This is an optimization exercise on Yosys and OpenROAD, whose aim is small area, a short achievable clock period and few clock cycles, not a production implementation. The RTL was checked by simulation tests, not by an equivalence proof against the original design. Power is estimated from default activity; no workload was simulated.

==> flow/design.v (excerpt) <==
module lxe (
    input  wire        clk,
    input  wire        rst,         
    input  wire        bus_valid,
    input  wire        bus_write,
    input  wire [5:0]  bus_addr,
    input  wire [31:0] bus_wdata,
    output wire        bus_ready,
    output reg         bus_rvalid,
    output reg  [31:0] bus_rdata
);
Size in the first run: roughly 460 flip-flops, roughly 31000 um2 of cells after synthesis.
==> flow/config.mk <==
export PLATFORM = sky130hd
export DESIGN_NAME = lxe
export DESIGN_NICKNAME = lxe
export VERILOG_FILES = /design/flow/design.v
export SDC_FILE = /design/flow/constraint.sdc
export NUM_CORES = 4
export LEC_CHECK = 0
export CAP_MARGIN = 20
export CORE_MARGIN = 2
export CORE_UTILIZATION = 40
export PLACE_DENSITY = 0.6
export SLEW_MARGIN = 20
==> flow/constraint.sdc <==
create_clock -name core_clock -period 12.0 [get_ports {clk}]
set_input_delay 2.4000 -clock core_clock [delete_from_list [all_inputs] [get_ports {clk}]]
set_output_delay 2.4000 -clock core_clock [all_outputs]
set_load 0.01 [all_outputs]
standard.sh (not shown) runs the stock make flow with config.mk's settings and CLKGATE_MAP_FILE= SYNTH_SCRIPT=/design/flow/synth_recipe.tcl, a recipe that flattens the netlist after the stock synthesis.
==> flow/flow/run.sh <==
#!/bin/bash
# Standard synthesis and layout, with two changes: the port buffers are
# buf_2 cells, and repair_timing aims at a setup margin of 7.25 ns, so that it
# also works on paths that already meet the 12 ns clock.
set -euo pipefail
bash standard.sh synth > synth.log 2>&1
bash standard.sh SETUP_SLACK_MARGIN=7.25 "BUFFER_PORTS_ARGS=-buffer_cell sky130_fd_sc_hd__buf_2" finish > layout.log 2>&1
Testbench counts at the start, summed over its fixed seeds: cycles 50,476.
Then changed:
==> flow/flow/run.sh (replaced) <==
#!/bin/bash
# Standard synthesis and layout, with two changes: the port buffers are
# buf_2 cells, and repair_timing aims at a setup margin of 7.5 ns, so that it
# also works on paths that already meet the 12 ns clock.
set -euo pipefail
bash standard.sh synth > synth.log 2>&1
bash standard.sh SETUP_SLACK_MARGIN=7.5 "BUFFER_PORTS_ARGS=-buffer_cell sky130_fd_sc_hd__buf_2" finish > layout.log 2>&1
CTS_BUF_LIST = sky130_fd_sc_hd__clkbuf_16   (was default)
CTS_CLUSTER_DIAMETER = 80   (was default)
CTS_CLUSTER_SIZE = 25   (was default)
TNS_END_PERCENT = 0   (was default)
Effect: The new run ran to the end with no violations; via count shrinks by 1.7%; global-route usage shrinks by 0.19 points; worst setup slack gets better by 0.029 ns; sequential share of layout area climbs by 0.99 points; maximum frequency goes up by 0.62%; clock power falls by 33%; critical path depth drops by 7; total power goes down by 16%; clock-buffer cell count goes down by 28.
Then changed:
TNS_END_PERCENT = default   (was 0)
=> Core utilization increases by 1.1 points; worst setup slack is better by 0.040 ns; design area increases by about 2.5%; count of clock-buffer cells in the layout increases by 6; combinational power decreases by about 3%; sequential power stays flat; non-clock buffer count increases by 28; final cell count increases by 0.82%; total power increases by about 6%; global-route usage increases by 0.16 points; clock skew increases by 0.0069 ns.
Then changed:
==> flow/flow/run.sh (replaced) <==
#!/bin/bash
# Standard synthesis and layout, with two changes: the port buffers are
# buf_4 cells, and repair_timing aims at a setup margin of 7.5 ns, so that it
# also works on paths that already meet the 12 ns clock.
set -euo pipefail
bash standard.sh synth > synth.log 2>&1
bash standard.sh SETUP_SLACK_MARGIN=7.5 "BUFFER_PORTS_ARGS=-buffer_cell sky130_fd_sc_hd__buf_4" finish > layout.log 2>&1
CTS_BUF_LIST = default   (was sky130_fd_sc_hd__clkbuf_16)
CTS_CLUSTER_DIAMETER = default   (was 80)
CTS_CLUSTER_SIZE = default   (was 25)
Effect:
- The changed run completed with no timing, DRC or antenna violations
- critical path depth is higher by 2
- count of clock-buffer cells in the layout is higher by 28
- synthesized area does not change
- global-route usage is higher by 0.64 points
- combinational power is higher by a few percent
- setup slack is better by 0.067 ns
- cell area is higher by a few percent
- sequential power hardly moves
- total power is higher by roughly a tenth

* * *

Setup of job 8466:
lxe again, from the RTL that the note above started with.
clock: 12.0 ns
lec_check: 0
cap_margin: 20
core_margin: 2
core_utilization: 40
place_density: 0.6
slew_margin: 20
==> flow/flow/run.sh <==
#!/bin/bash
# Standard synthesis and layout, with two changes: the port buffers are
# buf_2 cells, and repair_timing aims at a setup margin of 7.75 ns, so that it
# also works on paths that already meet the 12 ns clock.
set -euo pipefail
bash standard.sh synth > synth.log 2>&1
bash standard.sh SETUP_SLACK_MARGIN=7.75 "BUFFER_PORTS_ARGS=-buffer_cell sky130_fd_sc_hd__buf_2" finish > layout.log 2>&1
Testbench counts of job 8466, summed over its fixed seeds: cycles 50,476.
--- input diff job 8466..job 1029 ---
Settings: putting CTS_CLUSTER_DIAMETER at 80 where nothing was set; putting CTS_BUF_LIST at sky130_fd_sc_hd__clkbuf_16 where nothing was set; putting TNS_END_PERCENT at 5 where nothing was set; putting CTS_CLUSTER_SIZE at 25 where nothing was set.
### Flow results
Instance count on the critical path: job 1029 vs job 8466 down 3. Going from job 8466 to job 1029, total wirelength of the detailed-routed design shrank slightly. [compare] base=job 8466 new=job 1029: area overhead of the layout relative to synthesis went down, sum of internal, switching and leakage power went down, worst setup slack went down, data arrival at the endpoint of the critical path went up.
diff inputs: job 1029 => job 2384
Settings: TNS_END_PERCENT removed (was 5); CTS_CLUSTER_DIAMETER removed (was 80); CTS_CLUSTER_SIZE removed (was 25); CTS_BUF_LIST removed (was sky130_fd_sc_hd__clkbuf_16).
==> flow/flow/run.sh <==
#!/bin/bash
# Standard synthesis and layout, with two changes: the port buffers are
# buf_2 cells, and repair_timing aims at a setup margin of 7.5 ns, so that it
# also works on paths that already meet the 12 ns clock.
set -euo pipefail
bash standard.sh synth > synth.log 2>&1
bash standard.sh SETUP_SLACK_MARGIN=7.5 "BUFFER_PORTS_ARGS=-buffer_cell sky130_fd_sc_hd__buf_2" finish > layout.log 2>&1
[summary]
- Job 2384 finished every stage and its layout cleared the timing, DRC and antenna checks.
- What job 2384 reported for final-layout clock buffer total has to be multiplied by 0.41 to get the figure for job 1029.
- Routed wire length of job 2384 is on par with job 1029.
- Delta (job 2384 minus job 1029): clock network contribution to total cell area increased 1.9 points, post-synthesis to final-layout area growth up 1.6 points, clock slew at the register clock pins of the worst setup and hold paths dropped 40 ps.
- From job 1029 to job 2384, final number of hold-violating endpoints did not move at all.
- Job 2384 and job 1029 ended up with roughly the same final weighted congestion in routability-driven placement.
> inputs changed (job 2384 -> job 4855)
Settings: SLEW_MARGIN: 20 -> 10; CAP_MARGIN: 20 -> 10.
==> flow/flow/run.sh <==
#!/bin/bash
# Standard synthesis and layout, with two changes: the port buffers are
# buf_4 cells, and repair_timing aims at a setup margin of 7.5 ns, so that it
# also works on paths that already meet the 12 ns clock.
set -euo pipefail
bash standard.sh synth > synth.log 2>&1
bash standard.sh SETUP_SLACK_MARGIN=7.5 "BUFFER_PORTS_ARGS=-buffer_cell sky130_fd_sc_hd__buf_4" finish > layout.log 2>&1
Notes after the runs:
- In the tables for job 4855 and job 2384, share of the final layout cell area in sequential cells reads higher with job 2384.
- Comparing job 4855 and job 2384, wire length is higher on job 4855.
- Job 4855: net switching power is about 3.2% higher than what job 2384 reported.
- The area occupied by multi-input gates number comes out lower for job 2384 vs job 4855.
- Detailed-route via count went up slightly going from job 2384 to job 4855.
- Job 2384 → job 4855: routing usage on met3 now sits lower; count of clock-buffer cells in the layout went down; combinational power up about 3%; setup slack +43 ps.

* * *

lxe, a different RTL version from the one above (not shown whole).
Size: roughly 3500 cells after synthesis, about 460 flip-flops, about 76 I/O pins, roughly 0.032 sq mm of cells after synthesis.
Settings: LEC_CHECK=0, CAP_MARGIN=20, CORE_MARGIN=2, CORE_UTILIZATION=40, CTS_BUF_LIST=sky130_fd_sc_hd__clkbuf_8, CTS_CLUSTER_DIAMETER=60, CTS_CLUSTER_SIZE=20, PLACE_DENSITY=0.6, SLEW_MARGIN=20; clock period 12.0 ns.
==> flow/flow/run.sh <==
#!/bin/bash
# Standard synthesis and layout, with two changes: the port buffers are
# buf_4 cells, and repair_timing aims at a setup margin of 7.5 ns, so that it
# also works on paths that already meet the 12 ns clock.
set -euo pipefail
bash standard.sh synth > synth.log 2>&1
bash standard.sh SETUP_SLACK_MARGIN=7.5 "BUFFER_PORTS_ARGS=-buffer_cell sky130_fd_sc_hd__buf_4" finish > layout.log 2>&1
Testbench counts at the start, summed over its fixed seeds: cycles 51,068.
Next try:
Settings changed: CTS_BUF_LIST sky130_fd_sc_hd__clkbuf_8 to unset, CTS_CLUSTER_DIAMETER 60 to unset, CTS_CLUSTER_SIZE 20 to unset.
Effect: Synthesized cell count does not change. Fmax is higher by 1.3%. Setup slack gains 0.059 ns. Count of clock-buffer cells in the layout is higher by 21. Worst hold slack loses 0.0061 ns. Global-route usage barely changes.
Next try:
Settings changed: TNS_END_PERCENT set to 5.
Result:
- first-iteration DRC count rises slightly
- synthesized cell count does not change
- die area is unchanged
- total power is about the same
- cell count stays flat
- non-clock buffer count stays the same
- worst setup slack got worse by 0.016 ns
- clock power hardly moves

* * *

lxe, a different RTL version from the one above (not shown whole).
Size in the first run: ~460 flip-flops, roughly 33,000 µm² of cells after synthesis.
Settings: LEC_CHECK=0, CAP_MARGIN=20, CORE_MARGIN=2, CORE_UTILIZATION=40, PLACE_DENSITY=0.6, SLEW_MARGIN=20; clock period 12.0 ns.
==> flow/flow/run.sh <==
#!/bin/bash
# Standard synthesis and layout, with two changes: the port buffers are
# buf_4 cells, and repair_timing aims at a setup margin of 7 ns, so that it
# also works on paths that already meet the 12 ns clock.
set -euo pipefail
bash standard.sh synth > synth.log 2>&1
bash standard.sh SETUP_SLACK_MARGIN=7 "BUFFER_PORTS_ARGS=-buffer_cell sky130_fd_sc_hd__buf_4" finish > layout.log 2>&1
Testbench counts at the start, summed over its fixed seeds: cycles 51,068.
Then changed:
==> flow/flow/run.sh (replaced) <==
#!/bin/bash
# Standard synthesis and layout, with two changes: the port buffers are
# buf_4 cells, and repair_timing aims at a setup margin of 7.5 ns, so that it
# also works on paths that already meet the 12 ns clock.
set -euo pipefail
bash standard.sh synth > synth.log 2>&1
bash standard.sh SETUP_SLACK_MARGIN=7.5 "BUFFER_PORTS_ARGS=-buffer_cell sky130_fd_sc_hd__buf_4" finish > layout.log 2>&1
- power came out lower by 2.6%
- worst setup slack improves by 220 ps
- worst hold slack barely changes
- count of clock-buffer cells in the layout goes up by 13
- fmax goes up by 4.8%

re-timing with driven ports:
How much do the figures lean on ideal ports? The routed layouts below were timed once more, with nothing changed but the port constraints.
Step 1 assumes that a clkbuf_16 drives the clock port and a buf_2 every other input.
Step 2, shift: input delay + t, output delay - t, t = (earliest + latest rising clock arrival at the registers) / 2. This alone moves slack from input paths to output paths.
Three values: ideal ports, drivers, drivers and shift; two values: the first two.
run | shift t [ns] | setup slack, ns | clock arrival spread, ns | slew at the worst register clock pin (ns)
the first run of note 1 | 0.697 | 7.254 / 7.254 / 7.254 | 0.043 / 0.043 | 0.07 / 0.07
the second run of note 1 | 0.697 | 7.284 / 7.284 / 7.284 | 0.030 / 0.030 | 0.11 / 0.11
the third run of note 1 | 0.664 | 7.324 / 7.324 / 7.324 | 0.041 / 0.042 | 0.11 / 0.11
the fourth run of note 1 | 0.689 | 7.391 / 7.391 / 7.391 | 0.048 / 0.049 | 0.07 / 0.07
job 8466 | 0.686 | 7.341 / 7.341 / 7.341 | 0.045 / 0.044 | 0.07 / 0.07
job 1029 | 0.708 | 7.251 / 7.251 / 7.251 | 0.051 / 0.051 | 0.11 / 0.11
job 2384 | 0.688 | 7.348 / 7.348 / 7.348 | 0.023 / 0.023 | 0.07 / 0.07
job 4855 | 0.689 | 7.391 / 7.391 / 7.391 | 0.048 / 0.049 | 0.07 / 0.07
the first run of note 3 | 0.785 | 7.346 / 7.346 / 7.346 | 0.071 / 0.072 | 0.12 / 0.12
the second run of note 3 | 0.685 | 7.405 / 7.405 / 7.405 | 0.053 / 0.053 | 0.07 / 0.07
the third run of note 3 | 0.684 | 7.388 / 7.388 / 7.388 | 0.050 / 0.050 | 0.07 / 0.07
the first run of note 4 | 0.690 | 7.190 / 7.190 / 7.190 | 0.035 / 0.035 | 0.07 / 0.07
the second run of note 4 | 0.698 | 7.411 / 7.411 / 7.411 | 0.023 / 0.023 | 0.07 / 0.07
After both steps setup and hold are still met in every run listed.
